Context: an optimization exercise on an open-source flow, tuned for small area. The choices shown serve that exercise and are no tape-out recipe.
Function was checked by simulation only, so behaviour that the tests miss may differ from the original.
No activity file was given, so power comes from the tool's default toggle rates.

File: design/flow/design.v
module irk_core #(
    parameter integer TICK_RATE_HZ     = 1000000,
    parameter integer MARGIN_US        = 100,
    parameter integer T_TRAIN_US       = 1000,
    parameter integer T_SILENCE_US     = 600,
    parameter integer T_SHORT_US       = 600,
    parameter integer T_LONG_US        = 1650,
    parameter integer TICK_BITS        = 16,
    parameter integer RESET_COUNT_BITS = 16,
    parameter integer MARK_LOWER_CHECK = 0,
    parameter integer TX_RX_POLICY_RESET = 1
) (
    input  wire        clk,
    input  wire        rst,           
    input  wire        step_valid,
    input  wire [31:0] step_word,
    input  wire [7:0]  dev_addr,      
    output reg         resp_valid,
    output wire [2:0]  resp_code,
    output reg  [31:0] rdata,
    output reg         timer_reset,   
    output reg         cmd_valid,     
    output wire [15:0] cmd,
    output reg         iv_valid,      
    output wire        iv_mark,
    output reg  [15:0] iv_dur,        
    output wire        cap_polarity,  
    output wire        cap_enabled
);
    localparam [2:0] RESP_OK          = 3'd0;
    localparam [2:0] RESP_NOT_ENABLED = 3'd1;
    localparam [2:0] RESP_ILLEGAL_OP  = 3'd2;
    localparam [2:0] RESP_RESERVED    = 3'd3;
    localparam [2:0] RESP_TOO_WIDE    = 3'd4;
    localparam [2:0] RESP_BAD_VIEW    = 3'd5;
    localparam [5:0] RX_RESET = 6'd62;
    localparam [6:0] TX_IDLE  = 7'd100;
    localparam [6:0] TX_EMPTY = 7'd101;
    reg [5:0]  rx_c;
    reg [7:0]  frame0, frame1, frame2, frame3, frame4, frame5;  
    reg [7:0]  cur;             
    reg        pairs_ok;        
    reg [15:0] reset_count;
    reg        mb_pending;
    reg [15:0] mb_elapsed;
    reg        mb_dir;
    reg        cap_pol;
    reg [6:0]  tx_t;
    reg [7:0]  tx_addr, tx_cmdh, tx_cmdl;
    reg        rd_ok;           
    reg [2:0]  rsp;             
    wire rx_pre   = rx_c[5] & rx_c[4] & rx_c[3];    
    wire rx_st0   = rx_pre & ~rx_c[0];
    wire rx_st1   = rx_pre &  rx_c[0];
    wire rx_st3   = rx_c[5] & rx_c[4] & ~rx_c[3];   
    wire [2:0] byte_count = rx_pre ? 3'd0 : rx_c[5:3];
    wire [2:0] bit_count  = rx_pre ? 3'd0 : rx_c[2:0];
    wire [1:0] rx_state   = {~rx_pre, rx_st1 | rx_st3};
    wire tx_idle   = tx_t[6] & tx_t[5] & tx_t[2];
    wire tx_active = ~tx_idle;
    wire tx_loaded = ~(tx_idle & tx_t[0]);
    wire tx_last   = tx_t[6] & tx_t[5] & tx_t[1] & tx_t[0];   
    wire [6:0] tx_index = tx_idle ? 7'd0 : tx_t;
    assign cap_polarity = cap_pol;
    assign cap_enabled  = tx_idle;
    wire [3:0] op      = step_word[31:28];
    wire       w_dir   = step_word[24];
    wire [2:0] w_view  = step_word[2:0];
    wire is_edge     = (op == 4'h1);
    wire is_poll     = (op == 4'h2);
    wire is_complete = (op == 4'h3);
    wire is_txreq    = (op == 4'h4);
    wire is_txstep   = (op == 4'h5);
    wire is_read     = (op == 4'h6);
    wire is_reset    = (op == 4'hF);
    wire z_27_25 = (step_word[27:25] == 3'd0);
    wire z_24    = !step_word[24];
    wire z_23_16 = (step_word[23:16] == 8'd0);
    wire z_15_3  = (step_word[15:3] == 13'd0);
    wire z_2_0   = (step_word[2:0] == 3'd0);
    wire z_27_3  = z_27_25 && z_24 && z_23_16 && z_15_3;
    wire z_27_0  = z_27_3 && z_2_0;
    reg [2:0] decode_code;
    always @(*) begin
        decode_code = RESP_OK;
        if (is_edge) begin
            if (!z_27_25)                      decode_code = RESP_RESERVED;
            else if (!z_23_16)                 decode_code = RESP_TOO_WIDE;
        end else if (is_poll || is_complete || is_txstep || is_reset) begin
            if (!z_27_0)                       decode_code = RESP_RESERVED;
        end else if (is_txreq) begin
            if (!(z_27_25 && z_24))            decode_code = RESP_RESERVED;
        end else if (is_read) begin
            if (!z_27_3)                       decode_code = RESP_RESERVED;
            else if (w_view == 3'd7)           decode_code = RESP_BAD_VIEW;
        end else begin
            decode_code = RESP_ILLEGAL_OP;
        end
    end
    wire legal = (decode_code == RESP_OK);
    wire fg_idle  = tx_idle && !rx_st3;
    wire enabled  = is_edge || is_read || is_reset ||
                    ((is_poll || is_txreq) && fg_idle) ||
                    (is_complete && tx_idle && rx_st3) ||
                    (is_txstep && tx_active);
    wire go = step_valid && legal && enabled;
    wire do_edge     = go && is_edge && tx_idle && (w_dir == cap_pol);
    wire do_poll     = go && is_poll && mb_pending;
    wire do_complete = go && is_complete;
    wire do_txreq    = go && is_txreq;
    wire do_txstep   = go && is_txstep;
    wire do_reset    = rst || (go && is_reset);
    wire [15:0] e = mb_elapsed;
    wire in_train = (e >= 16'd900)  && (e <= 16'd1100);
    wire in_short = (e >= 16'd500)  && (e <= 16'd700);
    wire in_long  = (e >= 16'd1550) && (e <= 16'd1750);
    wire mark_ok  = (e <= 16'd700);
    reg poll_inc;
    reg poll_bit;
    always @(*) begin
        poll_bit = 1'b0;
        if (rx_st0)
            poll_inc = mb_dir && in_train;
        else if (rx_st1)
            poll_inc = !mb_dir && in_short;
        else if (mb_dir)
            poll_inc = 1'b0;
        else begin
            poll_inc = in_long || in_short;
            poll_bit = in_long;
        end
    end
    wire poll_anom = rx_pre ? !poll_inc : (mb_dir ? !mark_ok : !poll_inc);
    wire do_anom   = do_poll && poll_anom;
    wire do_inc    = do_poll && poll_inc;
    wire do_app    = do_inc && !rx_pre;
    wire byte_done = do_app && (rx_c[2:0] == 3'd7);
    wire clear_rx  = do_reset || do_anom || do_complete || do_txreq;
    wire frame_valid = ((frame0 == dev_addr) || (frame0 == 8'hFF)) && pairs_ok;
    assign cmd = {frame2, frame4};
    always @(posedge clk) begin
        if (clear_rx)
            rx_c <= RX_RESET;
        else if (do_inc)
            rx_c <= rx_c + 6'd1;
    end
    always @(posedge clk) begin
        if (do_app) cur <= {cur[6:0], poll_bit};
    end
    always @(posedge clk) begin
        if (clear_rx)
            pairs_ok <= 1'b1;
        else if (do_app && rx_c[3] && (poll_bit == cur[7]))
            pairs_ok <= 1'b0;
    end
    wire [7:0] nb = {cur[6:0], poll_bit};
    always @(posedge clk) begin
        if (byte_done && rx_c[5:3] == 3'd0) frame0 <= nb;
        if (byte_done && rx_c[5:3] == 3'd1) frame1 <= nb;
        if (byte_done && rx_c[5:3] == 3'd2) frame2 <= nb;
        if (byte_done && rx_c[5:3] == 3'd3) frame3 <= nb;
        if (byte_done && rx_c[5:3] == 3'd4) frame4 <= nb;
        if (byte_done && rx_c[5:3] == 3'd5) frame5 <= nb;
    end
    always @(posedge clk) begin
        if (do_reset || (do_complete && frame_valid))
            reset_count <= 16'd0;
        else if (do_anom && reset_count != 16'hFFFF)
            reset_count <= reset_count + 16'd1;
    end
    always @(posedge clk) begin
        if (do_reset) begin
            mb_pending <= 1'b0;
            mb_elapsed <= 16'd0;
            mb_dir     <= 1'b0;
        end else if (do_edge) begin
            mb_pending <= 1'b1;
            mb_elapsed <= step_word[15:0];
            mb_dir     <= w_dir;
        end else if (do_poll || do_complete || (do_txstep && tx_last)) begin
            mb_pending <= 1'b0;
        end
    end
    always @(posedge clk) begin
        if (do_reset || do_complete || (do_txstep && tx_last))
            cap_pol <= 1'b0;
        else if (do_edge)
            cap_pol <= ~cap_pol;
    end
    always @(posedge clk) begin
        if (do_reset)
            tx_t <= TX_EMPTY;
        else if (do_txreq)
            tx_t <= 7'd0;
        else if (do_txstep)
            tx_t <= tx_t + 7'd1;    
    end
    always @(posedge clk) begin
        if (do_txreq) begin
            tx_addr <= step_word[23:16];
            tx_cmdh <= step_word[15:8];
            tx_cmdl <= step_word[7:0];
        end
    end
    wire read_ok = is_read && z_27_3 && (w_view != 3'd7);
    always @(posedge clk) begin
        resp_valid  <= !rst && step_valid;
        timer_reset <= !rst && (do_edge || do_complete || (do_txstep && tx_last) || (go && is_reset));
        cmd_valid   <= !rst && do_complete && frame_valid;
        iv_valid    <= !rst && do_txstep && !tx_last;
        rd_ok       <= read_ok;
        rsp         <= read_ok ? w_view :
                       (!legal ? decode_code : (!enabled ? RESP_NOT_ENABLED : RESP_OK));
    end
    assign resp_code = rd_ok ? RESP_OK : rsp;
    wire [5:0] tk = tx_t[6:1] - 6'd2;
    reg  [7:0] tpair;
    always @(*) begin
        case (tk[5:4])
            2'd0:    tpair = tx_addr;
            2'd1:    tpair = tx_cmdh;
            default: tpair = tx_cmdl;
        endcase
    end
    wire tbit  = tpair[~tk[2:0]] ^ tk[3];
    wire iv_tr = (tx_t == 7'd1);
    wire iv_lg = !tx_t[0] && (tx_t[6:2] != 5'd0) && tbit;
    assign iv_mark = tx_t[0];
    always @(*) begin
        if (iv_tr)      iv_dur = 16'd1000;
        else if (iv_lg) iv_dur = 16'd1650;
        else            iv_dur = 16'd600;
    end
    wire [7:0] f0 = (byte_count > 3'd0) ? frame0 : 8'd0;
    wire [7:0] f1 = (byte_count > 3'd1) ? frame1 : 8'd0;
    wire [7:0] f2 = (byte_count > 3'd2) ? frame2 : 8'd0;
    wire [7:0] f3 = (byte_count > 3'd3) ? frame3 : 8'd0;
    wire [7:0] f4 = (byte_count > 3'd4) ? frame4 : 8'd0;
    wire [7:0] f5 = (byte_count > 3'd5) ? frame5 : 8'd0;
    wire [6:0] cmask = ~(7'h7F << bit_count);
    wire [7:0] cb = {1'b0, cur[6:0] & cmask};
    wire [7:0] t0 = tx_loaded ? tx_addr  : 8'd0;
    wire [7:0] t1 = tx_loaded ? ~tx_addr : 8'd0;
    wire [7:0] t2 = tx_loaded ? tx_cmdh  : 8'd0;
    wire [7:0] t3 = tx_loaded ? ~tx_cmdh : 8'd0;
    wire [7:0] t4 = tx_loaded ? tx_cmdl  : 8'd0;
    wire [7:0] t5 = tx_loaded ? ~tx_cmdl : 8'd0;
    always @(*) begin
        if (!rd_ok)
            rdata = 32'd0;
        else case (rsp)
            3'd0: rdata = {12'd0, tx_index, tx_active, tx_idle, cap_pol, mb_dir,
                           mb_pending, byte_count, bit_count, rx_state};
            3'd1: rdata = {16'd0, reset_count};
            3'd2: rdata = {16'd0, mb_elapsed};
            3'd3: rdata = {f0, f1, f2, f3};
            3'd4: rdata = {f4, f5, cb, 8'd0};
            3'd5: rdata = {t0, t1, t2, t3};
            3'd6: rdata = {t4, t5, 16'd0};
            default: rdata = 32'd0;
        endcase
    end
endmodule
File: design/flow/flow/run.sh
#!/bin/bash
# Own layout flow: the standard flow (standard.sh) with these changes:
#  * synthesis maps logic with an area-oriented ABC script (flow/area.abc)
#    instead of ORFS's speed script; everything else in synth_recipe.tcl,
#    including the flip-flop mapping, is unchanged;
#  * port buffers use sky130_fd_sc_hd__buf_1;
#  * clock tree synthesis uses clkbuf_4 and no dummy loads.
# Each tool's output goes to a log file in the work folder.
set -euo pipefail
W=$(pwd)
{
  echo "set ::area_abc_script $W/flow/area.abc"
  cat "$W/flow/abc_override.tcl"
  cat "$W/synth_recipe.tcl"
} > "$W/area_synth.tcl"
EXTRA="'BUFFER_PORTS_ARGS=-buffer_cell sky130_fd_sc_hd__buf_1'"
EXTRA="$EXTRA 'CTS_ARGS=-sink_clustering_enable -repair_clock_nets -dont_use_dummy_load -sink_clustering_size 30 -sink_clustering_max_diameter 100 -buf_list sky130_fd_sc_hd__clkbuf_4'"
sed -e "s#SYNTH_SCRIPT=[^ ]*#SYNTH_SCRIPT=$W/area_synth.tcl#" \
    -e "s#CLKGATE_MAP_FILE= #CLKGATE_MAP_FILE= $EXTRA #" \
    "$W/standard.sh" > "$W/area_standard.sh"
grep -q "area_synth.tcl" "$W/area_standard.sh"
grep -q "BUFFER_PORTS_ARGS" "$W/area_standard.sh"
grep -q "CTS_ARGS" "$W/area_standard.sh"
bash "$W/area_standard.sh" > "$W/orfs_make.log" 2>&1
test -f "$W/out/final.def"
File: design/flow/flow/abc_override.tcl
# Map with an area-oriented ABC script instead of ORFS's speed script.
proc abc {args} {
  set i [lsearch -exact $args -script]
  if {$i >= 0} {
    set args [lreplace $args $i [expr {$i + 1}] -script $::area_abc_script]
  }
  yosys abc {*}$args
}
File: design/flow/flow/area.abc
strash
&get -n
&fraig -x
&put
scorr
dc2
dretime
strash
&get -n
&dch -f
&nf
&put
topo
File: design/flow/standard.sh
#!/bin/bash
# synth_recipe.tcl (not shown) runs the flow's synth.tcl, then flattens the netlist and writes it again
# the make line also repeats each setting of config.mk as NAME=value (left out here)
make -C /OpenROAD-flow-scripts/flow DESIGN_CONFIG=/design/flow/config.mk WORK_HOME=/design/flow/orfs CLKGATE_MAP_FILE= SYNTH_SCRIPT=/design/flow/synth_recipe.tcl "${@:-finish}"
File: design/flow/config.mk
export PLATFORM = sky130hd
export DESIGN_NAME = irk_core
export DESIGN_NICKNAME = irk_core
export VERILOG_FILES = /design/flow/design.v
export SDC_FILE = /design/flow/constraint.sdc
export NUM_CORES = 4
export LEC_CHECK = 0
export CAP_MARGIN = 20
export CORE_MARGIN = 2
export CORE_UTILIZATION = 55
export SLEW_MARGIN = 20
File: design/flow/constraint.sdc
create_clock -name core_clock -period 5.0 [get_ports {clk}]
set_input_delay 1.0000 -clock core_clock [delete_from_list [all_inputs] [get_ports {clk}]]
set_output_delay 1.0000 -clock core_clock [all_outputs]
set_load 0.01 [all_outputs]
==> results of run 1 <==
final timing paths:
check / depth (start not counted) / from / end / slack, ns
worst max-delay path: 13 / tx_t[2] / iv_dur[5] / 0.32
worst min-delay path: 2 / pairs_ok / pairs_ok / 0.49
worst max register to register: 9 / rx_c[4] / reset_count[11] / 1.26
worst min register to register: 2 / pairs_ok / pairs_ok / 0.49
final cells by class:
cell class	count	area [um2]	share of cell area [%]
sequential	137	3550	46.5
clock buffer	17	128	1.67
inverter	15	56.3	0.739
tap	168	210	2.76
timing repair buffer	123	522	6.85
multi-input combinational	503	3160	41.5
per-stage QoR:
step | setup WS, ns | cells
after global placement | 0.539 | 945
after detailed placement | 0.454 | 945
after CTS | 0.141 | 962
after global routing | 0.00311 | 963
after floorplan | 0.293 | 667
final | 0.322 | 963
cells in the final DEF, fill, tap and decap left out, types with 4 or more instances in the layout:
cell | netlist | layout
a211oi_1 | 5 | 5
a21o_1 | 4 | 4
a21oi_1 | 43 | 43
a221oi_1 | 7 | 7
a222oi_1 | 24 | 24
a22oi_1 | 13 | 13
a311oi_1 | 6 | 6
a31oi_1 | 13 | 13
a32oi_1 | 6 | 6
a41oi_1 | 6 | 6
and2_0 | 6 | 6
and3_1 | 14 | 14
buf_1 | 0 | 107
buf_4 | 12 | 16
clkbuf_4 | 0 | 17
clkinv_1 | 15 | 15
conb_1 | 2 | 9
dfxtp_1 | 57 | 55
edfxtp_1 | 80 | 80
ha_1 | 8 | 8
mux2i_1 | 22 | 22
nand2_1 | 55 | 55
nand2b_1 | 9 | 9
nand3_1 | 33 | 33
nand3b_1 | 5 | 5
nand4_1 | 13 | 13
nor2_1 | 67 | 66
nor2b_1 | 9 | 8
nor3_1 | 24 | 24
nor3b_1 | 11 | 11
nor4_1 | 8 | 8
o21ai_0 | 15 | 15
o31ai_1 | 4 | 4
o32ai_1 | 5 | 5
or2_0 | 4 | 4
xnor2_1 | 10 | 10
xor2_1 | 12 | 12
sequential cells by signal (all words and copies together) (netlist names), 3 cells and up:
| signal | cells |
|---|---|
| frame1 | 8 |
| mb_elapsed | 16 |
| cur | 8 |
| frame4 | 8 |
| frame0 | 8 |
| frame2 | 8 |
| frame5 | 8 |
| frame3 | 8 |
| tx_cmdl | 8 |
| tx_addr | 8 |
| rsp | 3 |
| tx_t | 7 |
| reset_count | 16 |
| rx_c | 6 |
| tx_cmdh | 8 |
what timing repair did:
item | CTS | global route
buffers inserted | 0 | 1
hold buffers | 0 | 0
endpoints found under the setup margin | 0 | 4
resized for setup | 0 | 3
power by group through the flow:
| stage | combinational, uW | sequential [uW] | clock, uW |
|---|---|---|---|
| 6_report | 92.1 | 1190 | 483 |
| 5_1_grt | 100 | 1190 | 534 |
| 4_1_cts | 90.1 | 1190 | 492 |
| 3_5_place_dp | 89.4 | 1220 | 0 |
| 3_3_place_gp | 87.7 | 1220 | 0 |
| 2_1_floorplan | 50.3 | 1210 | 0 |
cell families after synthesis:
| kind of cell | after synthesis |
|---|---|
| muxes | 22 |
| and+or+nand+nor | 275 |
| DFF | 137 |
| adders and majority gates | 8 |
| buffers and inverters | 27 |
| AOI/OAI and AO/OA | 167 |
| other | 2 |
| xor gates and xnor gates | 22 |
layer usage:
| metal | share of wire (%) | up-vias | track usage [%] |
|---|---|---|---|
| met1 | 38 | 3012 | 43.4 |
| met2 | 47 | 459 | 55.0 |
| li1 | - | 2873 | - |
| met3 | 11 | 56 | 8.43 |
| met4 | 3.3 | 0 | 12.5 |
| met5 | 0 | - | 0 |
worst max-delay path: cells and delay by family, from the launching register on:
kind / cells / cell delay (ns)
simple gates: 4 / 0.79
xor+xnor: 2 / 0.46
compound gates: 4 / 0.93
flops: 1 / 0.43
buf+inv: 2 / 0.29
fa+ha+maj: 1 / 0.24
==> reports/qor.txt, run 1 <==
Chip Height: 115 um
Worst-path cell chain: clkinv_1, ha_1, nor3b_1, xor2_1, nor2_1, a222oi_1, a221oi_1, a211oi_1, a21oi_1, xnor2_1, or3_1, nand2_1, buf_1
CTS root buffer: clkbuf_4
Reg power frac: 67.4%
Fin crit period: 4.68 ns
Most numerous cell in the Yosys netlist: edfxtp_1
Global-route usage over all layers: 33.7%
First-pass GRT wire length: 32,800 um
# DRC: 0
Synthesized area: 6820 um2
Clock Latency Late Sink: 0.55 ns
Routed WL: 22,300 um
Largest cells by area after synthesis: edfxtp_1 (35%), dfxtp_1 (17%), nor2_1 (3.7%), a222oi_1 (3.5%), mux2i_1 (3.2%)
Design Power: 1770 uW
Nets: 848
Post-synthesis async set-or-reset flop share: 0%
Pre-Repair DR Iteration Count: 9
Worst hold slack: 0.486 ns
Area delta synth->final: 11.8%
Initial antenna violation count: 0
I/O pin count: 117
Routed vias: 6,400
Reg clk slew, reported paths: 0.09 ns
WS Path Type: reg2out
Max Freq: 214 MHz
CTS Buf Count: 17
Clock share of power: 27.4%
CTS tree: done
Crit path launch type: flip-flop
P_leak: 0.00253 uW
Final hold violations: 0
Logic gate share of total power: 5.2%
Initial Utilization: 56.5%
Skew final: 0.0378 ns
RSZ-0062 raised after global routing: no
Longest Clk Path Bufs: 2
Drt wl/cell: 23.2 um
Post-synthesis adder-cell area fraction: 1.47%
Mapped Cells: 660
Fin util: 63.2%
P_sw: 397 uW
Peak supply drop: 215 uV
Buffers on Ports: 107
Std-Cell Rows: 40
Switching share of power: 22.5%
Post-synthesis mux area share: 3.23%
ANT cells: 0
Post-synthesis sequential area ratio: 52.0%
Post-synth top area share: 35.2%
Largest net degree at the start of global routing: 32
Synth Flop Type: edfxtp_1
Die W: 115 um
Fill count: 1,030
Crit path DAT: 3.68 ns
Top post-synthesis cells by count: edfxtp_1 (80), nor2_1 (67), dfxtp_1 (57)
Yosys cell types: 54
DP Area: 7480 um2
Internal Pwr Total: 1370 uW
Post-synth EDFFs: 80
Finished Cell Area: 7620 um2
Top cell type by total area after synthesis: edfxtp_1
Detailed Route Iter0 Violations: 874
Crit-path max cell delay: 0.44 ns
Clk sinks: 137
Endpoints failing setup: 0
Crit Path Max Fanout: 9
Register bit total from synthesis: 137
Post-route ant nets: 0
GPL Wtd Cong: 0.977
Vias in the first global route: 5,726
Hold/Removal Path Class: reg2reg
Complex-gate fraction of the synthesized area: 17.7%
Worst Path Required: 4.00 ns
Rel. slew slack: 32.7%
Final Max Tran Viols: 0
Die area: 13,300 um2
Layout cell share with drive strength beyond 1: 4.65%
XOR/XNOR Fraction of Synth Area: 2.83%
Crit path max-delay cell type: a222oi_1
Vias/cell: 6.65
Final HPWL DP: 16,700 um
Slew @ Worst Pin: 1.00 ns
Crit share post-route: 93.6%
Outcome: timing/DRC/antenna clean
Avg Cell Area, Syn: 10.3 um2
Setup TNS: 0 ns
Remaining global-route overflow: 0
Largest family of logic cells by synthesized area: simple AND/OR/NAND/NOR gates
Setup crit end kind: primary output
Max-cap violations: 0
Core Area: 12,100 um2
PD cells: 232 nW/um2
H-tree levels: 4
Yosys Warn Count: 1
Simple-gate portion of the synthesized area: 20.6%
==> inputs of run 2 (changes only) <==
--- a/design/flow/flow/run.sh
+++ b/design/flow/flow/run.sh
@@ -1,7 +1,7 @@
 #!/bin/bash
 # Own layout flow: the standard flow (standard.sh) with these changes:
 #  * synthesis maps logic with an area-oriented ABC script (flow/area.abc)
-#    instead of ORFS's speed script; everything else in synth_recipe.tcl,
+#    (with &deepsyn) instead of ORFS's speed script; everything else in synth_recipe.tcl,
 #    including the flip-flop mapping, is unchanged;
 #  * port buffers use sky130_fd_sc_hd__buf_1;
 #  * clock tree synthesis uses clkbuf_4 and no dummy loads.
==> design/flow/flow/area.abc (replaced) <==
strash
&get -n
&fraig -x
&put
scorr
dc2
strash
&get -n
&deepsyn -I 20 -J 10 -S 1
&dch -f
&nf -R 1000
&put
topo
==> reports/qor.txt, run 2 <==
Complex-gate fraction of the synthesized area: 19.0% (+1.3 points)
Max Freq: 217 MHz (+1.4%)
WS Path Type: in2reg
Peak supply drop: 245 uV (+14%)
Simple-gate portion of the synthesized area: 16.7% (-3.9 points)
Post-synthesis sequential area ratio: 55.2% (+3.2 points)
Area delta synth->final: 12.8%
I/O pin count: 117 (unchanged)
Post-synth EDFFs: 80 (unchanged)
Die area: 12,600 um2 (-5.6%)
XOR/XNOR Fraction of Synth Area: 1.77% (-1.1 points)
Clock Latency Late Sink: 0.54 ns (about the same)
Rel. slew slack: 22.4% (-10 points)
Commonest non-fill, non-tap cell in the layout: buf_1
Register bit total from synthesis: 137 (unchanged)
PD cells: 240 nW/um2 (+3.7%)
CTS Buf Count: 17 (unchanged)
Most numerous cell in the Yosys netlist: edfxtp_1
Crit-path most repeated cell: and3_1
Worst hold slack: 0.459 ns (-0.0263 ns)
Yosys cell types: 57 (+5.6%)
CTS Hold Bufs: 0 (unchanged)
Setup crit end kind: flip-flop
Skew final: 0.0385 ns (+0.000727 ns)
Post-synth top area share: 37.4% (+2.2 points)
Largest cells by area after synthesis: edfxtp_1 (37%), dfxtp_1 (18%), nor2_1 (2.7%), a22o_1 (2.6%), a222oi_1 (2.5%)
Resize count post-CTS: 0 (unchanged)
Remaining global-route overflow: 0 (unchanged)
Reg clk slew, reported paths: 0.09 ns (about the same)
Crit-path max cell delay: 0.45 ns (about the same)
Drt wl/cell: 22.3 um (-3.9%)
Top Registers: mb_elapsed x16, reset_count x16
Yosys Warn Count: 1 (unchanged)
Largest family of logic cells by synthesized area: compound AO/OA/AOI/OAI gates
Post-route ant nets: 0 (unchanged)
Nets: 779 (-8.1%)
Die W: 112 um (-2.9%)
Crit Path Max Fanout: 4 (-5)
CTS tree: done
Top post-synthesis cells by count: edfxtp_1 (80), dfxtp_1 (57), nor2_1 (46)
Largest net degree at the start of global routing: 19 (-41%)
GPL Wtd Cong: 0.971 (-0.57%)
Global-route usage over all layers: 31.0% (-2.6 points)
Post-CTS Repair Setup Buffers: 0 (unchanged)
Hold/Removal Path Class: reg2reg
Fin crit period: 4.61 ns (-0.0633 ns)
Clk sinks: 137 (unchanged)
Final Max Tran Viols: 0 (unchanged)
Buffers on Ports: 107 (unchanged)
Crit path DAT: 5.04 ns (+1.36 ns)
CTS root buffer: clkbuf_4
Avg Cell Area, Syn: 11.0 um2 (+6.2%)
First-pass GRT wire length: 29,500 um (-10%)
H-tree levels: 4 (unchanged)
RSZ-0062 raised after global routing: no
Std-Cell Rows: 39 (-2.5%)
Synth Flop Type: edfxtp_1
Mapped Cells: 585 (-11%)
Core Area: 11,400 um2 (-5.3%)
Vias in the first global route: 5,280 (-7.8%)
Post-synthesis adder-cell area fraction: 1.56% (+0.091 points)
Endpoints failing setup: 0 (unchanged)
DP Area: 7110 um2 (-4.9%)
Chip Height: 112 um (-2.9%)
Post-synthesis async set-or-reset flop share: 0% (unchanged)
Setup TNS: 0 ns (unchanged)
Vias/cell: 6.53 (-1.7%)
Synthesized area: 6420 um2 (-5.8%)
Pre-Repair DR Iteration Count: 7 (-2)
Crit share post-route: 92.3% (-1.3 points)
Most frequent cells in the layout: buf_1 (107), edfxtp_1 (80), dfxtp_1 (57)
Initial Utilization: 56.2% (-0.30 points)
Finished Cell Area: 7240 um2 (-5.0%)
Crit path launch type: input port
Longest Clk Path Bufs: 2 (unchanged)
Detailed Route Iter0 Violations: 606 (-31%)
Post-synthesis mux area share: 3.00% (-0.23 points)
Routed WL: 19,300 um (-13%)
Worst Path Required: 5.42 ns (+1.42 ns)
P_leak: 0.00238 uW (-5.6%)
Crit path max-delay cell type: or3_1
Final hold violations: 0 (unchanged)
Initial antenna violation count: 0 (unchanged)
Slew @ Worst Pin: 1.16 ns (+0.157 ns)
Top cell type by total area after synthesis: edfxtp_1
Max-cap violations: 0 (unchanged)
Worst-path cell chain: buf_1, or3_1, or2_0, nor4_1, a21oi_1, nor3_1, nor2_1, nor2_1, and3_1, nor2b_1, nand3b_1, or3_1, a21oi_2, and3_1, and3_1, and3_1, nor2b_1, and3_1, nor2_1, a211oi_1
ANT cells: 0 (unchanged)
Layout cell share with drive strength beyond 1: 6.20% (+1.5 points)
Outcome: timing/DRC/antenna clean
Routed vias: 5,678 (-11%)
# DRC: 0 (unchanged)
Final HPWL DP: 14,600 um (-13%)
==> run 2: cell count changes after synthesis, sizes merged, moves of 13 or more <==
cell / before / now
a21oi: 43 / 21
nand2: 55 / 41
a22o: 0 / 19
nor2: 67 / 46
mux2i: 22 / 8
nand3: 33 / 20
==> run 2: critical path, delay by kind of cell <==
family	cells	cell delay [ns]
AND/OR/NAND/NOR	16	3.44
AO/OA/AOI/OAI	3	0.54
buffers and inverters	1	0.06
==> run 2: cell type report <==
cell class / instances / area (um2)
clock buffers: 17 / 128
fillers: 991 / 4180
inverters: 22 / 82.6
multi-input cells: 421 / 2740
flip-flops and latches: 137 / 3540
well taps: 143 / 179
repair buffers: 129 / 567
==> run 2: final timing paths <==
kind	depth (start not counted)	to	startpoint	slack, ns
setup / recovery	20	reset_count[12]	step_word[26]	0.39
hold / removal	2	pairs_ok	pairs_ok	0.46
setup reg to reg	16	reset_count[12]	rx_c[5]	1.05
hold reg to reg	2	pairs_ok	pairs_ok	0.46
==> run 2: report_power, final <==
| part | total (uW) | switching [uW] | internal [uW] |
|---|---|---|---|
| clock | 479 | 324 | 155 |
| sequential | 1190 | 3.01 | 1180 |
| combinational | 73.1 | 50.3 | 22.8 |
| total | 1740 | 377 | 1360 |
==> run 2: kinds of logic after synthesis <==
family	Yosys count
and+or+nand+nor	209
AOI/OAI and AO/OA	168
DFF	137
buffers and inverters	34
muxes	14
xor gates and xnor gates	13
adders and majority gates	8
other	2
==> run 2: per-layer routing <==
layer	vias to the layer above	routed length, um	GRT usage [%]
li1	2570	-	-
met1	2754	8240	42.6
met2	308	8980	48.3
met3	46	1520	7.61
met4	0	601	11.8
met5	-	0	0
==> run 2: through the flow <==
stage / power (uW) / std cells / setup slack, ns / util, %
floorplan: 1250 / 592 / -0.0334 / -
global placement: 1280 / 852 / 0.151 / 62.3
detailed placement: 1280 / 852 / -0.127 / 62.3
CTS: 1750 / 869 / 0.443 / 63.4
global route: 1800 / 869 / 0.0897 / 63.4
finish: 1740 / 869 / 0.385 / 63.4
==> inputs of run 3 (changes only) <==
--- a/design/flow/design.v
+++ b/design/flow/design.v
@@ -37,7 +37,7 @@
     localparam [6:0] TX_IDLE  = 7'd100;
     localparam [6:0] TX_EMPTY = 7'd101;
     reg [5:0]  rx_c;
-    reg [7:0]  frame0, frame1, frame2, frame3, frame4, frame5;  
+    reg [7:0]  frame0, frame1, frame2, frame3, frame4;  
     reg [7:0]  cur;             
     reg        pairs_ok;        
     reg [15:0] reset_count;
@@ -160,7 +160,6 @@
         if (byte_done && rx_c[5:3] == 3'd2) frame2 <= nb;
         if (byte_done && rx_c[5:3] == 3'd3) frame3 <= nb;
         if (byte_done && rx_c[5:3] == 3'd4) frame4 <= nb;
-        if (byte_done && rx_c[5:3] == 3'd5) frame5 <= nb;
     end
     always @(posedge clk) begin
         if (do_reset || (do_complete && frame_valid))
@@ -236,7 +235,7 @@
     wire [7:0] f2 = (byte_count > 3'd2) ? frame2 : 8'd0;
     wire [7:0] f3 = (byte_count > 3'd3) ? frame3 : 8'd0;
     wire [7:0] f4 = (byte_count > 3'd4) ? frame4 : 8'd0;
-    wire [7:0] f5 = (byte_count > 3'd5) ? frame5 : 8'd0;
+    wire [7:0] f5 = rx_st3 ? cur : 8'd0;    
     wire [6:0] cmask = ~(7'h7F << bit_count);
     wire [7:0] cb = {1'b0, cur[6:0] & cmask};
     wire [7:0] t0 = tx_loaded ? tx_addr  : 8'd0;
==> reports/qor.txt, run 3 <==
Outcome: timing/DRC/antenna clean
Core Area: 10,900 um2 (-4.2%)
Std-Cell Rows: 38 (-2.6%)
CTS root buffer: clkbuf_4
Slew @ Worst Pin: 0.958 ns (-0.201 ns)
Top Registers: mb_elapsed x16, reset_count x16
Routed WL: 20,000 um (+3.2%)
Layout cell share with drive strength beyond 1: 5.79% (-0.41 points)
Hold Path Stages: 2 (unchanged)
# DRC: 0 (unchanged)
Worst r2r path cells: 16 (unchanged)
Setup TNS: 0 ns (unchanged)
Largest cells by area after synthesis: edfxtp_1 (35%), dfxtp_1 (18%), nor2_1 (3.7%), a222oi_1 (3.7%), nand2_1 (3.0%)
Crit path max-delay cell type: nor3_1
Most numerous cell in the Yosys netlist: edfxtp_1
Post-route ant nets: 0 (unchanged)
Chip Height: 110 um (-1.6%)
CTS Hold Bufs: 0 (unchanged)
Yosys cell types: 51 (-11%)
Reg clk slew, reported paths: 0.08 ns (about the same)
Nets: 796 (+2.2%)
Post-synthesis sequential area ratio: 53.2% (-2.0 points)
ANT cells: 0 (unchanged)
Post-synth EDFFs: 72 (-10%)
Mapped Cells: 601 (+2.7%)
Clock Latency Late Sink: 0.53 ns (about the same)
CTS tree: done
Crit-path max cell delay: 0.43 ns (-0.02 ns)
Rel. slew slack: 35.7% (+13 points)
Avg Cell Area, Syn: 10.3 um2 (-5.9%)
Max Freq: 216 MHz (-0.48%)
Synthesized area: 6210 um2 (-3.3%)
First-pass GRT wire length: 30,200 um (+2.3%)
Fin util: 64.3% (+0.92 points)
Buffers on Ports: 107 (unchanged)
Crit path DAT: 5.04 ns (about the same)
Peak supply drop: 183 uV (-25%)
Pre-Repair DR Iteration Count: 7 (unchanged)
Register bit total from synthesis: 129 (-5.8%)
Detailed Route Iter0 Violations: 841 (+39%)
Most frequent cells in the layout: buf_1 (107), edfxtp_1 (72), nor2_1 (61)
Initial antenna violation count: 0 (unchanged)
Longest Clk Path Bufs: 2 (unchanged)
Clk sinks: 129 (-5.8%)
Max-cap violations: 0 (unchanged)
Hold/Removal Path Class: reg2reg
Global-route usage over all layers: 34.0% (+3.0 points)
Drt wl/cell: 22.6 um (+1.5%)
Synth Flop Type: edfxtp_1
Initial Utilization: 56.8% (+0.55 points)
Fin crit period: 4.64 ns (+0.0223 ns)
Endpoints failing setup: 0 (unchanged)
CP delay by family, top: simple AND/OR/NAND/NOR gates
WS Path Type: in2reg
Largest net degree at the start of global routing: 33 (+14)
Commonest non-fill, non-tap cell in the layout: buf_1
Hold Startpoint: mb_dir
Post-synthesis async set-or-reset flop share: 0% (unchanged)
Hold endpoint: mb_dir
R2R Path Start: tx_t[2]
GPL Wtd Cong: 0.917 (-5.6%)
RSZ-0062 raised after global routing: no
Crit Path Max Fanout: 4 (unchanged)
Final HPWL DP: 14,900 um (+2.2%)
Post-CTS Repair Setup Buffers: 0 (unchanged)
Top post-synthesis cells by count: edfxtp_1 (72), nor2_1 (62), dfxtp_1 (57)
Worst-path cell chain: buf_1, nor3_1, nand4_1, nor4_1, a311oi_1, nor2_1, and3_1, and2_0, nand3_1, a311o_1, a31oi_1, and3_1, and3_1, and4_1, and3_1, nor2b_1, a31oi_1, a211oi_1
Final Max Tran Viols: 0 (unchanged)
Area delta synth->final: 13.3%
Crit path launch type: input port
Skew final: 0.0335 ns (-0.00502 ns)
Post-synth top area share: 34.8% (-2.6 points)
Vias/cell: 6.71 (+2.6%)
Crit share post-route: 92.7% (+0.45 points)
Setup crit end kind: flip-flop
Remaining global-route overflow: 0 (unchanged)
Buffers and inverters on the worst path: 1 (unchanged)
Die W: 110 um (-1.6%)
CTS Buf Count: 17 (unchanged)
Fill count: 977 (-1.4%)
I/O pin count: 117 (unchanged)
P_leak: 0.00225 uW (-5.7%)
Top cell type by total area after synthesis: edfxtp_1
Vias in the first global route: 5,483 (+3.8%)
Routed vias: 5,921 (+4.3%)
R2r setup slk: 0.87 ns (-0.18 ns)
PD cells: 235 nW/um2 (-2.0%)
Worst Path Required: 5.40 ns (-0.02 ns)
Crit-path most repeated cell: and3_1
Yosys Warn Count: 1 (unchanged)
Final hold violations: 0 (unchanged)
Reg-to-Reg End: reset_count[13]
Die area: 12,200 um2 (-3.2%)
H-tree levels: 4 (unchanged)
[run 3: cell type report]
type	instances	area [um2]	share of cell area, %
Sequential cell	129	3300	47.0
Inverter	14	52.6	0.747
Tap cell	140	175	2.49
Multi-Input combinational cell	453	2800	39.8
Clock buffer	17	128	1.81
Timing Repair Buffer	130	574	8.16
[run 3: worst max-delay path by stage]
stage	start	to	slack, ns	cells after the start
global placement	step_word[17]	reset_count[13]	0.18	18
finish	step_word[26]	reset_count[13]	0.36	18
CTS	tx_t[2]	iv_dur[5]	0.30	15
detailed placement	step_word[17]	reset_count[13]	-0.04	18
floorplan	step_word[13]	tx_addr[0]	0.15	8
global route	step_word[17]	reset_count[13]	0.006	18
[run 3: cells by family (layout without fill, tap and decap cells)]
family	after synthesis	in the layout	share of synthesized area, %
AO/OA/AOI/OAI	178	178	20.8
XOR/XNOR	18	18	2.54
adder cells (fa/ha/maj)	8	8	1.61
buffers and inverters	26	161	2.30
flip-flops	129	129	53.2
multiplexers	2	2	0.322
other	2	9	0.121
AND/OR/NAND/NOR	238	238	19.2
[run 3: stage by stage]
stage	cell area [um2]	hold slack [ns]	setup WS, ns	power [uW]	std cells
after global routing	7040	0.544	0.00593	1710	883
after detailed placement	6900	0.495	-0.0362	1210	866
after CTS	7030	0.504	0.296	1660	883
after floorplan	6240	0.426	0.155	1170	608
after global placement	6900	0.484	0.182	1200	866
final	7040	0.508	0.363	1660	883
[run 3: per-layer routing]
layer,part of all wire (%),track usage [%],vias up
met2,46,53.1,418
met5,0,0,-
met1,39,44.3,2798
met4,4.2,16.0,0
met3,11,8.82,71
li1,-,-,2634
[run 3: worst min-delay path, delay by kind of cell, from the launching register on]
| family | cells | cell delay, ns |
|---|---|---|
| flops | 1 | 0.36 |
| simple gates | 2 | 0.11 |
[run 3: where the power goes]
group	switching, uW	internal [uW]	total [uW]
Clock	317	155	472
Sequential	2.73	1110	1110
Combinational	47.0	22.4	69.5
[run 3: repair_timing]
item	4_1_cts	5_1_grt
setup endpoints to repair	0	2
hold endpoints to repair	0	0
resized for setup	0	1
==> inputs of run 4 (changes only) <==
--- a/design/flow/flow/run.sh
+++ b/design/flow/flow/run.sh
@@ -4,7 +4,9 @@
 #    (with &deepsyn) instead of ORFS's speed script; everything else in synth_recipe.tcl,
 #    including the flip-flop mapping, is unchanged;
 #  * port buffers use sky130_fd_sc_hd__buf_1;
-#  * clock tree synthesis uses clkbuf_4 and no dummy loads.
+#  * clock tree synthesis uses clkbuf_4 and no dummy loads;
+#  * synthesis buffers are removed at floorplan (REMOVE_ABC_BUFFERS) and tie
+#    cells are not duplicated per load (SKIP_REPAIR_TIE_FANOUT).
 # Each tool's output goes to a log file in the work folder.
 set -euo pipefail
 W=$(pwd)
@@ -14,6 +16,7 @@
   cat "$W/synth_recipe.tcl"
 } > "$W/area_synth.tcl"
 EXTRA="'BUFFER_PORTS_ARGS=-buffer_cell sky130_fd_sc_hd__buf_1'"
+EXTRA="$EXTRA REMOVE_ABC_BUFFERS=1 SKIP_REPAIR_TIE_FANOUT=1"
 EXTRA="$EXTRA 'CTS_ARGS=-sink_clustering_enable -repair_clock_nets -dont_use_dummy_load -sink_clustering_size 30 -sink_clustering_max_diameter 100 -buf_list sky130_fd_sc_hd__clkbuf_4'"
 sed -e "s#SYNTH_SCRIPT=[^ ]*#SYNTH_SCRIPT=$W/area_synth.tcl#" \
     -e "s#CLKGATE_MAP_FILE= #CLKGATE_MAP_FILE= $EXTRA #" \
--- a/design/flow/config.mk
+++ b/design/flow/config.mk
@@ -8,4 +8,5 @@
 export CAP_MARGIN = 20
 export CORE_MARGIN = 2
 export CORE_UTILIZATION = 55
+export GPL_TIMING_DRIVEN = 0
 export SLEW_MARGIN = 20
==> reports/qor.txt, run 4 <==
Setup TNS: 0 ns (unchanged)
Cell count along the critical path: 17 (-1)
Most numerous cell in the Yosys netlist: edfxtp_1
PD cells: 237 nW/um2 (+0.81%)
Hold Startpoint: pairs_ok
GPL Wtd Cong: 0.992 (+8.2%)
Post-synth top area share: 34.8% (unchanged)
Synth Flop Type: edfxtp_1
Slew @ Worst Pin: 0.954 ns (-0.00445 ns)
Clk sinks: 129 (unchanged)
Placed instance count: 838 (-3.2%)
Post-synthesis sequential area ratio: 53.2% (unchanged)
Crit path launch type: input port
Synthesized area: 6210 um2 (unchanged)
Post-Layout Cell Count: 857 (-2.9%)
Peak supply drop: 204 uV (+12%)
Rel. slew slack: 36.0% (+0.30 points)
Die area: 12,200 um2 (unchanged)
Detailed Route Iter0 Violations: 789 (-6.2%)
Drt wl/cell: 22.3 um (-1.5%)
CTS tree: done
Mapped Cells: 601 (unchanged)
Crit path max-delay cell type: or4_1
Initial Utilization: 56.8% (unchanged)
Buffers on Ports: 107 (unchanged)
Max Freq: 213 MHz (-1.4%)
Pre-Repair DR Iteration Count: 7 (unchanged)
Remaining global-route overflow: 0 (unchanged)
Layout cell share with drive strength beyond 1: 5.02% (-0.77 points)
Hold/Removal Path Class: reg2reg
Crit-path most repeated cell: and3_1
DP Area: 6730 um2 (-2.5%)
Global-route usage over all layers: 32.1% (-1.9 points)
CTS root buffer: clkbuf_4
Design Power: 1650 uW (-0.42%)
Crit Path Max Fanout: 6 (+2)
H-tree levels: 4 (unchanged)
ANT cells: 0 (unchanged)
Commonest non-fill, non-tap cell in the layout: buf_1
Reg-to-Reg End: frame2[1]
Max-cap violations: 0 (unchanged)
Hold Path Stages: 1 (-1)
Buffers and inverters on the worst path: 1 (unchanged)
Yosys Warn Count: 1 (unchanged)
Final hold violations: 0 (unchanged)
Post-synth EDFFs: 72 (unchanged)
Worst Path Required: 5.40 ns (about the same)
Vias/cell: 6.70 (-0.12%)
Worst r2r path cells: 10 (-6)
Fin crit period: 4.70 ns (+0.0676 ns)
Top cell type by total area after synthesis: edfxtp_1
Crit share post-route: 94.1% (+1.4 points)
WS Path Type: in2reg
Clock Latency Late Sink: 0.53 ns (about the same)
I/O pin count: 117 (unchanged)
Top Registers: mb_elapsed x16, reset_count x16
Register bit total from synthesis: 129 (unchanged)
Reg area: 3300 um2 (about the same)
# DRC: 0 (unchanged)
Endpoints failing setup: 0 (unchanged)
Routed WL: 19,100 um (-4.4%)
Nets: 770 (-3.3%)
Final Max Tran Viols: 0 (unchanged)
Avg Cell Area, Syn: 10.3 um2 (unchanged)
Outcome: timing/DRC/antenna clean
Post-route ant nets: 0 (unchanged)
Yosys cell types: 51 (unchanged)
Vias in the first global route: 5,120 (-6.6%)
Largest cells by area after synthesis: edfxtp_1 (35%), dfxtp_1 (18%), nor2_1 (3.7%), a222oi_1 (3.7%), nand2_1 (3.0%)
Crit path DAT: 5.11 ns (+0.07 ns)
Finished Cell Area: 6950 um2 (-1.2%)
Top post-synthesis cells by count: edfxtp_1 (72), nor2_1 (62), dfxtp_1 (57)
Skew final: 0.0415 ns (+0.00802 ns)
Core Area: 10,900 um2 (unchanged)
R2r setup slk: 0.73 ns (-0.14 ns)
P_leak: 0.00215 uW (-4.4%)
Area delta synth->final: 11.9%
Multi-input gate area in the final layout: 2850 um2 (+1.8%)
RSZ-0062 raised after global routing: no
Setup crit end kind: flip-flop
Fill count: 943 (-3.5%)
Crit-path max cell delay: 0.63 ns (+0.20 ns)
Largest net degree at the start of global routing: 33 (unchanged)
Post-synthesis async set-or-reset flop share: 0% (unchanged)
R2R Path Start: rx_c[3]
Hold endpoint: pairs_ok
Most frequent cells in the layout: buf_1 (107), edfxtp_1 (72), nor2_1 (60)
Chip Height: 110 um (unchanged)
CTS Buf Count: 17 (unchanged)
Longest Clk Path Bufs: 2 (unchanged)
Die W: 110 um (unchanged)
Worst-path cell chain: buf_1, or4_1, nor4_2, a311oi_1, nor2_1, and3_1, and2_0, nand3_1, a311o_1, a31oi_4, and3_1, and3_1, and4_1, and3_1, nor2b_4, a31oi_1, a211oi_1
Reg clk slew, reported paths: 0.08 ns (about the same)
CP delay by family, top: simple AND/OR/NAND/NOR gates
First-pass GRT wire length: 28,300 um (-6.2%)
Initial antenna violation count: 0 (unchanged)
Final HPWL DP: 14,200 um (-5.1%)
Std-Cell Rows: 38 (unchanged)
Routed vias: 5,740 (-3.1%)
-- run 4: stage by stage --
| stage | util (%) | hold slack (ns) | worst slack [ns] |
|---|---|---|---|
| 6_report | 63.5 | 0.503 | 0.295 |
| 2_1_floorplan | - | 0.426 | 0.155 |
| 3_3_place_gp | 61.2 | 0.484 | -1.09 |
| 4_1_cts | 62.8 | 0.512 | 0.0573 |
| 3_5_place_dp | 61.5 | 0.486 | -0.643 |
| 5_1_grt | 63.5 | 0.526 | 0.000514 |
-- run 4: cell families after synthesis --
family | after synthesis | share of synthesized area (%)
DFF | 129 | 53.2
buffers and inverters | 26 | 2.30
adders and majority gates | 8 | 1.61
and+or+nand+nor | 238 | 19.2
other | 2 | 0.121
xor gates and xnor gates | 18 | 2.54
AOI/OAI and AO/OA | 178 | 20.8
muxes | 2 | 0.322
-- run 4: timing repair --
item	4_1_cts	5_1_grt
setup endpoints to repair	11	23
resized for setup	4	10
hold buffers	0	0
buffers inserted	0	2
gates cloned	0	0
hold endpoints to repair	0	0
pin swaps	0	1
-- run 4: layout make-up --
| cell class | instances | share of cell area, % |
|---|---|---|
| Clock buffer | 17 | 1.84 |
| Inverter | 14 | 0.756 |
| Multi-Input combinational cell | 446 | 41.1 |
| Sequential cell | 129 | 47.6 |
| Tap cell | 140 | 2.52 |
| Timing Repair Buffer | 111 | 6.27 |
-- run 4: how the worst max path moves through the flow --
| stage | start | to | slack (ns) |
|---|---|---|---|
| 2_1_floorplan | step_word[13] | tx_addr[0] | 0.15 |
| 3_3_place_gp | step_word[17] | tx_cmdh[0] | -1.09 |
| 4_1_cts | step_word[17] | frame2[1] | 0.06 |
| 5_1_grt | step_word[13] | frame2[7] | 0.0005 |
| 3_5_place_dp | step_word[17] | frame4[0] | -0.64 |
| 6_report | step_word[13] | reset_count[13] | 0.30 |
-- run 4: worst register-to-register path, cell delays in order (launching register included) --
cell and delay, ns:
dfxtp_1 0.50, nand3_1 0.36, nand4_1 0.17, nor3_2 0.60, a21oi_1 0.07, or3_1 0.34, o31ai_1 0.09, nor2b_1 0.35
and2_1 0.53, nand2_1 0.19, nor3b_2 0.67
-- run 4: routing by layer --
layer	vias up	global-route usage, %	wire length (um)	part of all wire (%)
met5	-	0	0	0
met4	0	13.0	584	3.1
met3	48	8.94	2160	11
met2	349	49.7	8630	45
met1	2737	42.8	7710	40
li1	2606	-	-	-
-- run 4: report_power, final --
| part | internal [uW] | switching [uW] | total [uW] |
|---|---|---|---|
| Combinational | 19.6 | 47.1 | 66.7 |
| Sequential | 1110 | 2.75 | 1110 |
| Clock | 155 | 312 | 468 |
| Total | 1290 | 362 | 1650 |
==> inputs of run 5 (changes only) <==
--- a/design/flow/design.v
+++ b/design/flow/design.v
@@ -18,10 +18,10 @@
     output reg         resp_valid,
     output wire [2:0]  resp_code,
     output reg  [31:0] rdata,
-    output reg         timer_reset,   
-    output reg         cmd_valid,     
+    output wire        timer_reset,   
+    output wire        cmd_valid,     
     output wire [15:0] cmd,
-    output reg         iv_valid,      
+    output wire        iv_valid,      
     output wire        iv_mark,
     output reg  [15:0] iv_dur,        
     output wire        cap_polarity,  
@@ -202,16 +202,26 @@
         end
     end
     wire read_ok = is_read && z_27_3 && (w_view != 3'd7);
-    always @(posedge clk) begin
-        resp_valid  <= !rst && step_valid;
-        timer_reset <= !rst && (do_edge || do_complete || (do_txstep && tx_last) || (go && is_reset));
-        cmd_valid   <= !rst && do_complete && frame_valid;
-        iv_valid    <= !rst && do_txstep && !tx_last;
-        rd_ok       <= read_ok;
-        rsp         <= read_ok ? w_view :
-                       (!legal ? decode_code : (!enabled ? RESP_NOT_ENABLED : RESP_OK));
-    end
-    assign resp_code = rd_ok ? RESP_OK : rsp;
+    wire ev_cmd  = do_complete && frame_valid;
+    wire ev_tr   = do_edge || do_complete || (do_txstep && tx_last) || (go && is_reset);
+    wire ev_iv   = do_txstep && !tx_last;
+    always @(posedge clk) begin
+        resp_valid <= !rst && step_valid;
+        rd_ok      <= read_ok || ev_cmd;
+        if (ev_tr)
+            rsp <= 3'd7;
+        else if (ev_iv)
+            rsp <= 3'd6;
+        else if (read_ok)
+            rsp <= w_view;
+        else
+            rsp <= !legal ? decode_code : (!enabled ? RESP_NOT_ENABLED : RESP_OK);
+    end
+    wire rsp_ev = rsp[2] && rsp[1];
+    assign resp_code   = (rd_ok || rsp_ev) ? RESP_OK : rsp;
+    assign timer_reset = resp_valid && rsp_ev && rsp[0];
+    assign cmd_valid   = resp_valid && rd_ok && rsp_ev && rsp[0];
+    assign iv_valid    = resp_valid && !rd_ok && rsp_ev && !rsp[0];
     wire [5:0] tk = tx_t[6:1] - 6'd2;
     reg  [7:0] tpair;
     always @(*) begin
==> reports/qor.txt, run 5 <==
Outcome: timing/DRC/antenna clean
P_sw: 357 uW (-1.6%)
Top Registers: mb_elapsed x16, reset_count x16
Vias/cell: 6.81 (+1.6%)
Synthesized area: 6120 um2 (-1.4%)
Setup crit end kind: flip-flop
Post-synthesis sequential area ratio: 53.0% (-0.22 points)
Internal Pwr Total: 1260 uW (-2.0%)
Routed WL: 19,800 um (+3.6%)
Post-synthesis async set-or-reset flop share: 0% (unchanged)
Register bit total from synthesis: 126 (-2.3%)
Skew final: 0.0367 ns (-0.00482 ns)
Largest net degree at the start of global routing: 31 (-6.1%)
Area delta synth->final: 12.3%
CTS Buf Count: 17 (unchanged)
Cell count along the critical path: 18 (+1)
I/O pin count: 117 (unchanged)
Reg area: 3240 um2 (-1.8%)
Detailed Route Iter0 Violations: 744 (-5.7%)
Final Max Tran Viols: 0 (unchanged)
GPL Wtd Cong: 0.945 (-4.7%)
Post-synth EDFFs: 72 (unchanged)
Crit path launch type: input port
Avg Cell Area, Syn: 10.2 um2 (-1.2%)
Crit path DAT: 4.80 ns (-0.31 ns)
Yosys Warn Count: 1 (unchanged)
Pre-Repair DR Iteration Count: 6 (-1)
RSZ-0062 raised after global routing: no
CP delay by family, top: simple AND/OR/NAND/NOR gates
Routed vias: 5,847 (+1.9%)
Initial Utilization: 56.5% (-0.31 points)
Fin crit period: 4.62 ns (-0.0834 ns)
Worst r2r path cells: 9 (-1)
Logic gate share of total power: 3.9% (about the same)
Final hold violations: 0 (unchanged)
Buffers on Ports: 107 (unchanged)
Mapped Cells: 600 (-0.17%)
Max Freq: 216 MHz (+1.8%)
Crit Path Max Fanout: 8 (+2)
Fin util: 63.4% (-0.15 points)
Synth Flop Type: edfxtp_1
H-tree levels: 4 (unchanged)
Multi-input gate area in the final layout: 2820 um2 (-1.1%)
Core Area: 10,800 um2 (-0.87%)
Nets: 772 (+0.26%)
Setup WS post-layout: 0.379 ns (+0.0834 ns)
Yosys cell types: 53 (+3.9%)
P_leak: 0.00217 uW (+0.78%)
Std-Cell Rows: 38 (unchanged)
Drt wl/cell: 23.0 um (+3.4%)
Dpl ws: -0.455 ns (+0.187 ns)
Post-route ant nets: 0 (unchanged)
Hold Path Stages: 2 (+1)
Crit share post-route: 92.4% (-1.7 points)
Post-synth top area share: 35.3% (+0.50 points)
Rel. slew slack: 32.1% (-3.9 points)
PD cells: 235 nW/um2 (-0.81%)
Clk sinks: 126 (-2.3%)
Endpoints failing setup: 0 (unchanged)
Final HPWL DP: 14,800 um (+4.2%)
# DRC: 0 (unchanged)
Clock share of power: 28.6% (+0.2 points)
Die W: 110 um (-0.68%)
Reg power frac: 67.5% (about the same)
Commonest non-fill, non-tap cell in the layout: buf_1
CTS root buffer: clkbuf_4
Switching share of power: 22.0% (+0.078 points)
ANT cells: 0 (unchanged)
Worst Path Required: 5.18 ns (-0.22 ns)
Clock Latency Late Sink: 0.54 ns (about the same)
Initial antenna violation count: 1 (+1)
WS Path Type: in2reg
Layout cell share with drive strength beyond 1: 5.84% (+0.82 points)
Chip Height: 110 um (-0.68%)
Die area: 12,000 um2 (-1.4%)
Global-route usage over all layers: 33.8% (+1.6 points)
Most numerous cell in the Yosys netlist: edfxtp_1
Reg clk slew, reported paths: 0.08 ns (about the same)
Max-cap violations: 0 (unchanged)
Longest Clk Path Bufs: 2 (unchanged)
Vias in the first global route: 5,236 (+2.3%)
Crit path max-delay cell type: and3_1
Worst-path cell chain: buf_1, nor4_1, nand4_1, nor3_1, and4b_1, nor2_1, o211ai_1, and2_0, o211ai_1, clkinv_1, nand2_1, nor2_1, nand3b_1, nor4_4, buf_2, nand2_1, clkinv_1, and3_1
Peak supply drop: 158 uV (-22%)
Hold/Removal Path Class: reg2reg
R2r setup slk: 1.00 ns (+0.27 ns)
Top post-synthesis cells by count: edfxtp_1 (72), nand2_1 (66), dfxtp_1 (54)
Crit-path max cell delay: 0.39 ns (-0.24 ns)
Remaining global-route overflow: 0 (unchanged)
Most frequent cells in the layout: buf_1 (105), edfxtp_1 (72), nand2_1 (66)
Largest cells by area after synthesis: edfxtp_1 (35%), dfxtp_1 (18%), nand2_1 (4.0%), nor2_1 (3.2%), a222oi_1 (2.6%)
Top cell type by total area after synthesis: edfxtp_1
Slew @ Worst Pin: 1.01 ns (+0.0604 ns)
First-pass GRT wire length: 29,600 um (+4.6%)
CTS tree: done
Buffers and inverters on the worst path: 4 (+3)
Fill count: 912 (-3.3%)
-- run 5: logic make-up after synthesis --
logic type	after synthesis	share of synthesized area [%]
adder cells (fa/ha/maj)	8	1.64
XOR/XNOR	21	3.00
AO/OA/AOI/OAI	166	19.7
multiplexers	2	0.327
other	2	0.123
AND/OR/NAND/NOR	248	19.8
buffers and inverters	27	2.39
flip-flops	126	53.0
-- run 5: stage by stage --
step                cells  hold WS (ns)  setup TNS (ns)  total power (uW)  cell area [um2]
global placement      835         0.432         -103.01              1170             6610
CTS                   857         0.441               0              1620             6790
floorplan             588         0.415           -3.90              1140             6030
finish                859         0.446               0              1620             6870
detailed placement    840         0.430          -14.54              1180             6670
global route          859         0.465               0              1660             6870
-- run 5: worst reg2reg max path, stage by stage (launching register included) --
cell and delay [ns]:
dfxtp_1 0.51, and3_1 0.37, or4_1 0.53, a2111oi_2 0.61, a21oi_1 0.21, o31ai_1 0.38
nor2_4 0.12, nor3_1 0.72, nand2b_1 0.21, o22a_1 0.24
-- run 5: power by group through the flow --
stage	logic, uW	registers (uW)	clock network, uW
4_1_cts	60.8	1090	471
2_1_floorplan	27.8	1110	0
6_report	63.2	1090	462
5_1_grt	69.4	1090	502
3_3_place_gp	57.8	1120	0
3_5_place_dp	60.5	1120	0
-- run 5: final cells by class --
| cell class | instances | share of cell area, % |
|---|---|---|
| Sequential cell | 126 | 47.2 |
| Multi-Input combinational cell | 447 | 41.1 |
| Timing Repair Buffer | 114 | 6.50 |
| Tap cell | 140 | 2.55 |
| Clock buffer | 17 | 1.86 |
| Inverter | 15 | 0.819 |
-- run 5: path summary, 6_finish.rpt --
check,start,endpoint
max,step_word[5],frame1[3]
min reg2reg,pairs_ok,pairs_ok
max reg2reg,rx_c[3],rx_c[2]
min,pairs_ok,pairs_ok
-- run 5: timing repair --
item / 4_1_cts / 5_1_grt
resized for setup: 0 / 16
hold buffers: 0 / 0
setup buffers: 0 / 2
setup endpoints to repair: 0 / 49
-- run 5: per-layer routing --
metal  wire (um)  global-route usage [%]  up-vias
met1        7890                    45.3     2790
met5           0                       0        -
met4         600                    11.4        0
li1            -                       -     2612
met3        2110                    7.94       55
met2        9170                    54.0      390
==> inputs of run 6 (changes only) <==
--- a/design/flow/config.mk
+++ b/design/flow/config.mk
@@ -9,4 +9,5 @@
 export CORE_MARGIN = 2
 export CORE_UTILIZATION = 55
 export GPL_TIMING_DRIVEN = 0
+export SETUP_SLACK_MARGIN = -0.15
 export SLEW_MARGIN = 20
==> reports/qor.txt, run 6 <==
Finished Cell Area: 6840 um2 (-0.46%)
First-pass GRT wire length: 29,600 um (unchanged)
Detailed Route Iter0 Violations: 704 (-5.4%)
Yosys Warn Count: 1 (unchanged)
Initial antenna violation count: 1 (unchanged)
Commonest non-fill, non-tap cell in the layout: buf_1
Pre-Repair DR Iteration Count: 6 (unchanged)
Crit Path Max Fanout: 12 (+4)
Nets: 770 (-0.26%)
Routed WL: 19,700 um (-0.27%)
Core Area: 10,800 um2 (unchanged)
Initial Utilization: 56.5% (unchanged)
Clock Latency Late Sink: 0.54 ns (about the same)
Post-synth top area share: 35.3% (unchanged)
Crit path launch type: flip-flop
Rel. slew slack: 31.7% (-0.42 points)
Most frequent cells in the layout: buf_1 (107), edfxtp_1 (72), nand2_1 (66)
ANT cells: 0 (unchanged)
Buffers on Ports: 107 (unchanged)
Final HPWL DP: 14,800 um (unchanged)
CTS root buffer: clkbuf_4
Clk sinks: 126 (unchanged)
Endpoints failing setup: 0 (unchanged)
Post-route ant nets: 0 (unchanged)
Yosys cell types: 53 (unchanged)
Largest net degree at the start of global routing: 31 (unchanged)
PD cells: 236 nW/um2 (+0.27%)
Fin util: 63.1% (-0.29 points)
Crit share post-route: 95.9% (+3.4 points)
Max-cap violations: 0 (unchanged)
Area delta synth->final: 11.8%
Crit path DAT: 3.79 ns (-1.01 ns)
DP Area: 6670 um2 (unchanged)
Std-Cell Rows: 38 (unchanged)
Synth Flop Type: edfxtp_1
Worst hold slack: 0.443 ns (-0.00269 ns)
CTS Hold Bufs: 0 (unchanged)
Remaining global-route overflow: 0 (unchanged)
Worst Path Required: 4.00 ns (-1.18 ns)
Avg Cell Area, Syn: 10.2 um2 (unchanged)
Mapped Cells: 600 (unchanged)
Post-synthesis sequential area ratio: 53.0% (unchanged)
Most numerous cell in the Yosys netlist: edfxtp_1
Die W: 110 um (unchanged)
Layout cell share with drive strength beyond 1: 4.60% (-1.2 points)
Max Freq: 209 MHz (-3.6%)
Drt wl/cell: 23.0 um (about the same)
Slew @ Worst Pin: 1.02 ns (+0.00623 ns)
Vias/cell: 6.76 (-0.73%)
Final Max Tran Viols: 0 (unchanged)
Outcome: timing/DRC/antenna clean
Setup crit end kind: primary output
Die area: 12,000 um2 (unchanged)
Final hold violations: 0 (unchanged)
I/O pin count: 117 (unchanged)
Reg clk slew, reported paths: 0.09 ns (about the same)
Fin crit period: 4.79 ns (+0.172 ns)
CTS Buf Count: 17 (unchanged)
CTS tree: done
Global-route usage over all layers: 33.8% (unchanged)
P_leak: 0.00215 uW (-0.82%)
GPL Wtd Cong: 0.945 (unchanged)
Routed vias: 5,791 (-0.96%)
Peak supply drop: 159 uV (+0.46%)
Skew final: 0.0387 ns (+0.00200 ns)
Post-synthesis async set-or-reset flop share: 0% (unchanged)
Top post-synthesis cells by count: edfxtp_1 (72), nand2_1 (66), dfxtp_1 (54)
Top Registers: mb_elapsed x16, reset_count x16
Register bit total from synthesis: 126 (unchanged)
WS Path Type: reg2out
Top cell type by total area after synthesis: edfxtp_1
Hold/Removal Path Class: reg2reg
# DRC: 0 (unchanged)
H-tree levels: 4 (unchanged)
Post-synth EDFFs: 72 (unchanged)
Synthesized area: 6120 um2 (unchanged)
Largest cells by area after synthesis: edfxtp_1 (35%), dfxtp_1 (18%), nand2_1 (4.0%), nor2_1 (3.2%), a222oi_1 (2.6%)
Vias in the first global route: 5,236 (unchanged)
Longest Clk Path Bufs: 2 (unchanged)
Chip Height: 110 um (unchanged)
==> run 6: path summary, 6_finish.rpt <==
check                               from   endpoint  slack (ns)  cells after the start
worst min register to register  pairs_ok   pairs_ok        0.44                      2
worst max register to register   rx_c[3]    rx_c[2]        1.00                      9
worst min-delay path            pairs_ok   pairs_ok        0.44                      2
worst max-delay path             tx_t[2]  iv_dur[5]        0.21                     14
==> run 6: critical path: stages, from the launching register on <==
cell,delay [ns]
dfxtp_1,0.62
clkinv_1,0.27
ha_1,0.29
nor3b_1,0.17
xor2_1,0.19
nor2_1,0.16
nand2_1,0.14
o22ai_1,0.21
nor3_1,0.08
or3b_1,0.37
o31ai_1,0.10
xnor2_1,0.09
or3_1,0.35
nand2_1,0.08
buf_1,0.14
==> run 6: what timing repair did <==
item / CTS / global route
setup endpoints to repair: 0 / 44
resized for setup: 0 / 8
buffers inserted: 0 / 0
==> run 6: per-stage QoR <==
stage / total power (uW) / worst slack, ns / std cells / TNS [ns]
floorplan: 1140 / -0.438 / 588 / -3.90
global placement: 1170 / -2.37 / 835 / -103.01
detailed placement: 1180 / -0.455 / 840 / -14.54
CTS: 1620 / 0.0314 / 857 / 0
global route: 1660 / -0.142 / 857 / -2.30
finish: 1610 / 0.207 / 857 / 0
==> run 6: logic make-up (layout without fill, tap and decap cells) <==
kind of cell | count (synthesis) | count (layout) | synth area share, %
other | 2 | 2 | 0.123
XOR/XNOR | 21 | 21 | 3.00
AND/OR/NAND/NOR | 248 | 248 | 19.8
flip-flops | 126 | 126 | 53.0
AO/OA/AOI/OAI | 166 | 166 | 19.7
multiplexers | 2 | 2 | 0.327
buffers and inverters | 27 | 144 | 2.39
adder cells (fa/ha/maj) | 8 | 8 | 1.64
==> run 6: where the power goes <==
part	internal [uW]	switching, uW
Combinational	18.1	44.6
Clock	155	305
Sequential	1090	4.61
Total	1260	354
==> run 6: cell type report <==
type | instances | area (um2)
clock buffers | 17 | 128
fillers | 917 | 4000
inverters | 15 | 56.3
multi-input cells | 447 | 2810
flip-flops and latches | 126 | 3240
well taps | 140 | 175
repair buffers | 112 | 429
==> run 6: routing by layer <==
layer  vias to the layer above  track usage [%]  wire length [um]
li1                       2594                -                 -
met1                      2793             45.3              8050
met2                       354             54.0              9130
met3                        50             7.94              1960
met4                         0             11.4               570
met5                         -                0                 0

port drivers added, routing unchanged:
The results above use ideal ports. As a check the final layouts listed here were re-extracted and re-timed, cells and wires unchanged.
Step 1 (the two cells are an assumption about what drives the block):
set clk [get_ports {clk}]
set_driving_cell -lib_cell sky130_fd_sc_hd__clkbuf_16 $clk
set_driving_cell -lib_cell sky130_fd_sc_hd__buf_2 [delete_from_list [all_inputs] $clk]
Step 2 times the ports against the registers' clock, not the clock port: input delays grow and output delays shrink by t, the midpoint of the rising clock arrivals with the driver on.
Three values: no drivers, after step 1, after step 2; two values: the first two.
run | t (ns) | slack for setup (ns) | hold WS [ns] | worst slew at a driven data input, ns
run 1 | 0.570 | 0.322 / 0.286 / 0.333 | 0.486 / 0.486 / 0.486 | 0.05
run 2 | 0.556 | 0.385 / 0.400 / -0.156 | 0.459 / 0.459 / 0.459 | 0.03
run 3 | 0.550 | 0.363 / 0.352 / -0.174 | 0.508 / 0.508 / 0.508 | 0.04
run 4 | 0.546 | 0.295 / 0.307 / -0.240 | 0.503 / 0.503 / 0.503 | 0.03
run 5 | 0.557 | 0.379 / 0.392 / -0.165 | 0.446 / 0.446 / 0.446 | 0.04
run 6 | 0.554 | 0.207 / 0.172 / -0.295 | 0.443 / 0.443 / 0.443 | 0.04
With both steps, setup timing fails in 5 of these runs, where it was met with ideal ports. The setup slack of run 5, which loses most, moves by +0.013 ns with the drivers and by -0.544 ns with both steps.
